Background: an optimization exercise with open tools, aiming at small area, a short achievable clock period and few clock cycles. Do not read the settings as production practice. In this exercise RTL edits were held to simulation tests only and were not proved equivalent to the original.

## vpha_hash
module vpha_hash (
    input  wire         clk,
    input  wire         rst,        
    input  wire         start,      
    input  wire [31:0]  len,        
    output reg          busy,
    output reg          done,
    output wire [31:0]  result,
    output reg          rd_req,
    output wire [31:0]  rd_addr,    
    output wire [5:0]   rd_len,     
    input  wire         rd_ready,
    input  wire         rd_valid,
    input  wire [255:0] rd_data     
);
Size: about 1900 cells after synthesis, ~450 flip-flops.
==> module vpha_hash, before the edit <==
module vpha_hash (
    input  wire         clk,
    input  wire         rst,        
    input  wire         start,      
    input  wire [31:0]  len,        
    output reg          busy,
    output reg          done,
    output wire [31:0]  result,
    output reg          rd_req,
    output wire [31:0]  rd_addr,    
    output wire [5:0]   rd_len,     
    input  wire         rd_ready,
    input  wire         rd_valid,
    input  wire [255:0] rd_data     
);
    reg [31:0]  h;             
    reg [1:0]   m;             
    reg [27:0]  blk;           
    reg [27:0]  rhi;           
    reg [3:0]   llo;           
    reg [2:0]   qlast;         
    reg         nslot;         
    reg         fdone;         
    reg         flast;         
    reg         fin;           
    reg         outst;         
    reg         lds;           
    reg [127:0] buf0, buf1;    
    reg [1:0]   full;          
    reg [4:0]   rlen;          
    reg [2:0]   p;             
    reg         pdone;         
    reg [23:0]  prev;          
    reg [31:0]  x0, x1;        
    reg         xv, xl;        
    assign result  = h;
    assign rd_addr = {blk, 4'd0};
    assign rd_len  = {1'b0, rlen};
    wire [255:0] bufw = {buf1, buf0};
    wire [31:0]  w    = bufw[32*p +: 32];
    wire [7:0] w0 = w[7:0],    w1 = w[15:8],  w2 = w[23:16], w3 = w[31:24];
    wire [7:0] p1 = prev[7:0], p2 = prev[15:8], p3 = prev[23:16];
    reg  [7:0] v0, v1, v2, v3;
    always @(*) begin
        case (m)
            2'd0:    begin v0 = w0; v1 = w1; v2 = w2; v3 = w3; end
            2'd1:    begin v0 = p3; v1 = w0; v2 = w1; v3 = w2; end
            2'd2:    begin v0 = p2; v1 = p3; v2 = w0; v3 = w1; end
            default: begin v0 = p1; v1 = p2; v2 = p3; v3 = w0; end
        endcase
    end
    wire [31:0] x0_n, x1_n;
    wire [31:0] h_n;
    vpha_word_sum  u_ws (.v0(v0), .v1(v1), .v2(v2), .v3(v3), .s0(x0_n), .s1(x1_n));
    vpha_state_sum u_ss (.h(h), .x0(x0), .x1(x1), .s(h_n));
    wire go    = busy & full[p[2]] & ~pdone;        
    wire wlast = fin & (p == qlast);                
    wire       vld    = rd_valid & outst;
    wire       full0a = vld & ~lds | full[0] & ~(go & (p == 3'd3));
    wire       full1a = vld &  lds | full[1] & ~(go & (p == 3'd7));
    wire [2:0] p_a    = go ? p + 3'd1 : p;
    wire       full0r = full[0] & ~(go & (p == 3'd3));
    wire       full1r = full[1] & ~(go & (p == 3'd7));
    wire       slot_free = nslot ? (~full1r | (p_a[2] & p_a[1]))
                                 : (~full0r | (~p_a[2] & p_a[1]));
    wire       can_req = busy & ~fdone & ~rd_req & (~outst | rd_valid) & slot_free;
    wire       r1     = (rhi == 28'd1);
    wire       r2     = (rhi == 28'd2);
    wire       last   = r1 | (r2 & (llo == 4'd0));    
    always @(posedge clk) begin
        xv <= go & ~rst;
        xl <= wlast;
        x0 <= x0_n;
        x1 <= x1_n;
    end
    always @(posedge clk) begin
        if (vld & ~lds) buf0 <= rd_data[127:0];
        if (vld &  lds) buf1 <= rd_data[127:0];
    end
    always @(posedge clk) begin
        if (rst) begin
            busy   <= 1'b0;
            done   <= 1'b0;
            rd_req <= 1'b0;
            outst  <= 1'b0;
            full   <= 2'b00;
            fdone  <= 1'b1;
            pdone  <= 1'b1;
        end else if (start & ~busy) begin
            done  <= (len == 32'd0);
            busy  <= (len != 32'd0);
            m     <= -len[1:0];
            case (len[1:0])
                2'd0:    h <= 32'h00000001;    
                2'd3:    h <= 32'hBDEF7BDF;    
                2'd2:    h <= 32'hCC520C41;    
                default: h <= 32'hD50AE79F;    
            endcase
            blk   <= 28'd0;
            rhi   <= len[31:4];
            llo   <= len[3:0];
            qlast <= len[4:2] - {2'b00, (len[1:0] == 2'd0)};
            nslot <= 1'b1;
            fin   <= 1'b0;
            full  <= 2'b00;
            p     <= 3'd0;
            pdone <= (len == 32'd0);
            prev  <= 24'd0;
            rd_req <= (len != 32'd0);
            rlen  <= (len[31:4] != 28'd0) ? 5'd16 : {1'b0, len[3:0]};
            lds   <= 1'b0;
            fdone <= (len[31:4] == 28'd0) | ((len[31:4] == 28'd1) & (len[3:0] == 4'd0));
            flast <= (len[31:4] == 28'd0) | ((len[31:4] == 28'd1) & (len[3:0] == 4'd0));
        end else begin
            if (go) begin
                prev <= w[31:8];
                p    <= p + 3'd1;
                if (wlast) pdone <= 1'b1;
            end
            if (xv) begin
                h <= h_n;
                if (xl) begin
                    busy <= 1'b0;
                    done <= 1'b1;
                end
            end
            full <= {full1a, full0a};
            if (vld) begin
                outst <= 1'b0;
                if (flast) fin <= 1'b1;
            end
            if (rd_req & rd_ready) begin
                rd_req <= 1'b0;
                outst  <= 1'b1;
            end
            if (can_req) begin
                rd_req <= 1'b1;
                rlen   <= r1 ? {1'b0, llo} : 5'd16;
                lds    <= nslot;
                nslot  <= ~nslot;
                flast  <= last;
                fdone  <= last;
                blk    <= blk + 28'd1;
                rhi    <= rhi - 28'd1;
            end
        end
    end
endmodule
Settings: LEC_CHECK=0, ABC_CLOCK_PERIOD_IN_PS=3000, CAP_MARGIN=20, CORE_MARGIN=2, CORE_UTILIZATION=65, CTS_CLUSTER_DIAMETER=100, CTS_CLUSTER_SIZE=22, SLEW_MARGIN=20, TNS_END_PERCENT=0; clock period 12.0 ns.
standard.sh (not shown) runs the stock make flow with config.mk's settings and CLKGATE_MAP_FILE= SYNTH_SCRIPT=/design/flow/synth_recipe.tcl, a recipe that flattens the netlist after the stock synthesis.
==> flow/flow/run.sh <==
#!/bin/bash
set -euo pipefail
bash standard.sh SETUP_SLACK_MARGIN=8.5 finish > make_finish.log 2>&1
Testbench counts at the start, summed over its fixed seeds: cycles 23,130.
Edit:
--- a/flow/design.v
+++ b/flow/design.v
@@ -12,30 +12,28 @@
     input  wire         rd_ready,
     input  wire         rd_valid,
     input  wire [255:0] rd_data     
 );
     reg [31:0]  h;             
-    reg [1:0]   m;             
     reg [27:0]  blk;           
     reg [27:0]  rhi;           
     reg [3:0]   llo;           
     reg [2:0]   qlast;         
     reg         nslot;         
     reg         fdone;         
-    reg         flast;         
-    reg         fin;           
     reg         outst;         
-    reg         lds;           
     reg [127:0] buf0, buf1;    
     reg [1:0]   full;          
     reg [4:0]   rlen;          
     reg [2:0]   p;             
-    reg         pdone;         
     reg [23:0]  prev;          
     reg [31:0]  x0, x1;        
     reg         xv, xl;        
     assign result  = h;
+    wire [1:0] m   = -llo[1:0];                 
+    wire       lds = ~nslot;                    
+    wire       fin = fdone & ~outst & ~rd_req;  
     assign rd_addr = {blk, 4'd0};
     assign rd_len  = {1'b0, rlen};
     wire [255:0] bufw = {buf1, buf0};
     wire [31:0]  w    = bufw[32*p +: 32];
     wire [7:0] w0 = w[7:0],    w1 = w[15:8],  w2 = w[23:16], w3 = w[31:24];
@@ -51,11 +49,11 @@
     end
     wire [31:0] x0_n, x1_n;
     wire [31:0] h_n;
     vpha_word_sum  u_ws (.v0(v0), .v1(v1), .v2(v2), .v3(v3), .s0(x0_n), .s1(x1_n));
     vpha_state_sum u_ss (.h(h), .x0(x0), .x1(x1), .s(h_n));
-    wire go    = busy & full[p[2]] & ~pdone;        
+    wire go    = busy & full[p[2]] & ~(xv & xl);   
     wire wlast = fin & (p == qlast);                
     wire       vld    = rd_valid & outst;
     wire       full0a = vld & ~lds | full[0] & ~(go & (p == 3'd3));
     wire       full1a = vld &  lds | full[1] & ~(go & (p == 3'd7));
     wire [2:0] p_a    = go ? p + 3'd1 : p;
@@ -83,15 +81,13 @@
             done   <= 1'b0;
             rd_req <= 1'b0;
             outst  <= 1'b0;
             full   <= 2'b00;
             fdone  <= 1'b1;
-            pdone  <= 1'b1;
         end else if (start & ~busy) begin
             done  <= (len == 32'd0);
             busy  <= (len != 32'd0);
-            m     <= -len[1:0];
             case (len[1:0])
                 2'd0:    h <= 32'h00000001;    
                 2'd3:    h <= 32'hBDEF7BDF;    
                 2'd2:    h <= 32'hCC520C41;    
                 default: h <= 32'hD50AE79F;    
@@ -99,25 +95,20 @@
             blk   <= 28'd0;
             rhi   <= len[31:4];
             llo   <= len[3:0];
             qlast <= len[4:2] - {2'b00, (len[1:0] == 2'd0)};
             nslot <= 1'b1;
-            fin   <= 1'b0;
             full  <= 2'b00;
             p     <= 3'd0;
-            pdone <= (len == 32'd0);
             prev  <= 24'd0;
             rd_req <= (len != 32'd0);
             rlen  <= (len[31:4] != 28'd0) ? 5'd16 : {1'b0, len[3:0]};
-            lds   <= 1'b0;
             fdone <= (len[31:4] == 28'd0) | ((len[31:4] == 28'd1) & (len[3:0] == 4'd0));
-            flast <= (len[31:4] == 28'd0) | ((len[31:4] == 28'd1) & (len[3:0] == 4'd0));
         end else begin
             if (go) begin
                 prev <= w[31:8];
                 p    <= p + 3'd1;
-                if (wlast) pdone <= 1'b1;
             end
             if (xv) begin
                 h <= h_n;
                 if (xl) begin
                     busy <= 1'b0;
@@ -125,22 +116,19 @@
                 end
             end
             full <= {full1a, full0a};
             if (vld) begin
                 outst <= 1'b0;
-                if (flast) fin <= 1'b1;
             end
             if (rd_req & rd_ready) begin
                 rd_req <= 1'b0;
                 outst  <= 1'b1;
             end
             if (can_req) begin
                 rd_req <= 1'b1;
                 rlen   <= r1 ? {1'b0, llo} : 5'd16;
-                lds    <= nslot;
                 nslot  <= ~nslot;
-                flast  <= last;
                 fdone  <= last;
                 blk    <= blk + 28'd1;
                 rhi    <= rhi - 28'd1;
             end
         end
What happened: Register-to-register slack is worse by 0.05 ns; core utilization fell by 0.80 points; synthesized area fell by 0.53%; routed wire length fell by 2.1%; worst hold slack hardly moves; setup slack is worse by 0.052 ns; via count fell by 2.6%; maximum frequency fell by 1.2%; final area fell by 1.3%.
Testbench counts after the change, summed over its fixed seeds: cycles 23,130.

[re-timing with driven ports]
Ports are ideal in the flow. The routed layouts listed here were re-timed in OpenROAD.
Step 1 (the two cells are an assumption about what drives the block):
set clk [get_ports {clk}]
set_driving_cell -lib_cell sky130_fd_sc_hd__clkbuf_16 $clk
set_driving_cell -lib_cell sky130_fd_sc_hd__buf_2 [delete_from_list [all_inputs] $clk]
Step 2 times the ports against the registers' clock, not the clock port: input delays grow and output delays shrink by t, the midpoint of the rising clock arrivals with the driver on.
Slacks: no drivers / after step 1 / after step 2; pairs: no drivers / after step 1.
| run | t, ns | slack for setup (ns) | worst register clock-pin slew, ns |
|---|---|---|---|
| the first run | 0.613 | 7.637 / 7.637 / 7.085 | 0.10 / 0.10 |
| the second run | 0.617 | 7.585 / 7.585 / 7.044 | 0.10 / 0.10 |
After both steps every run listed still meets setup and hold. For the first run, which loses most, drivers alone change the setup slack by 0.000 ns; drivers and shift together by -0.552 ns.
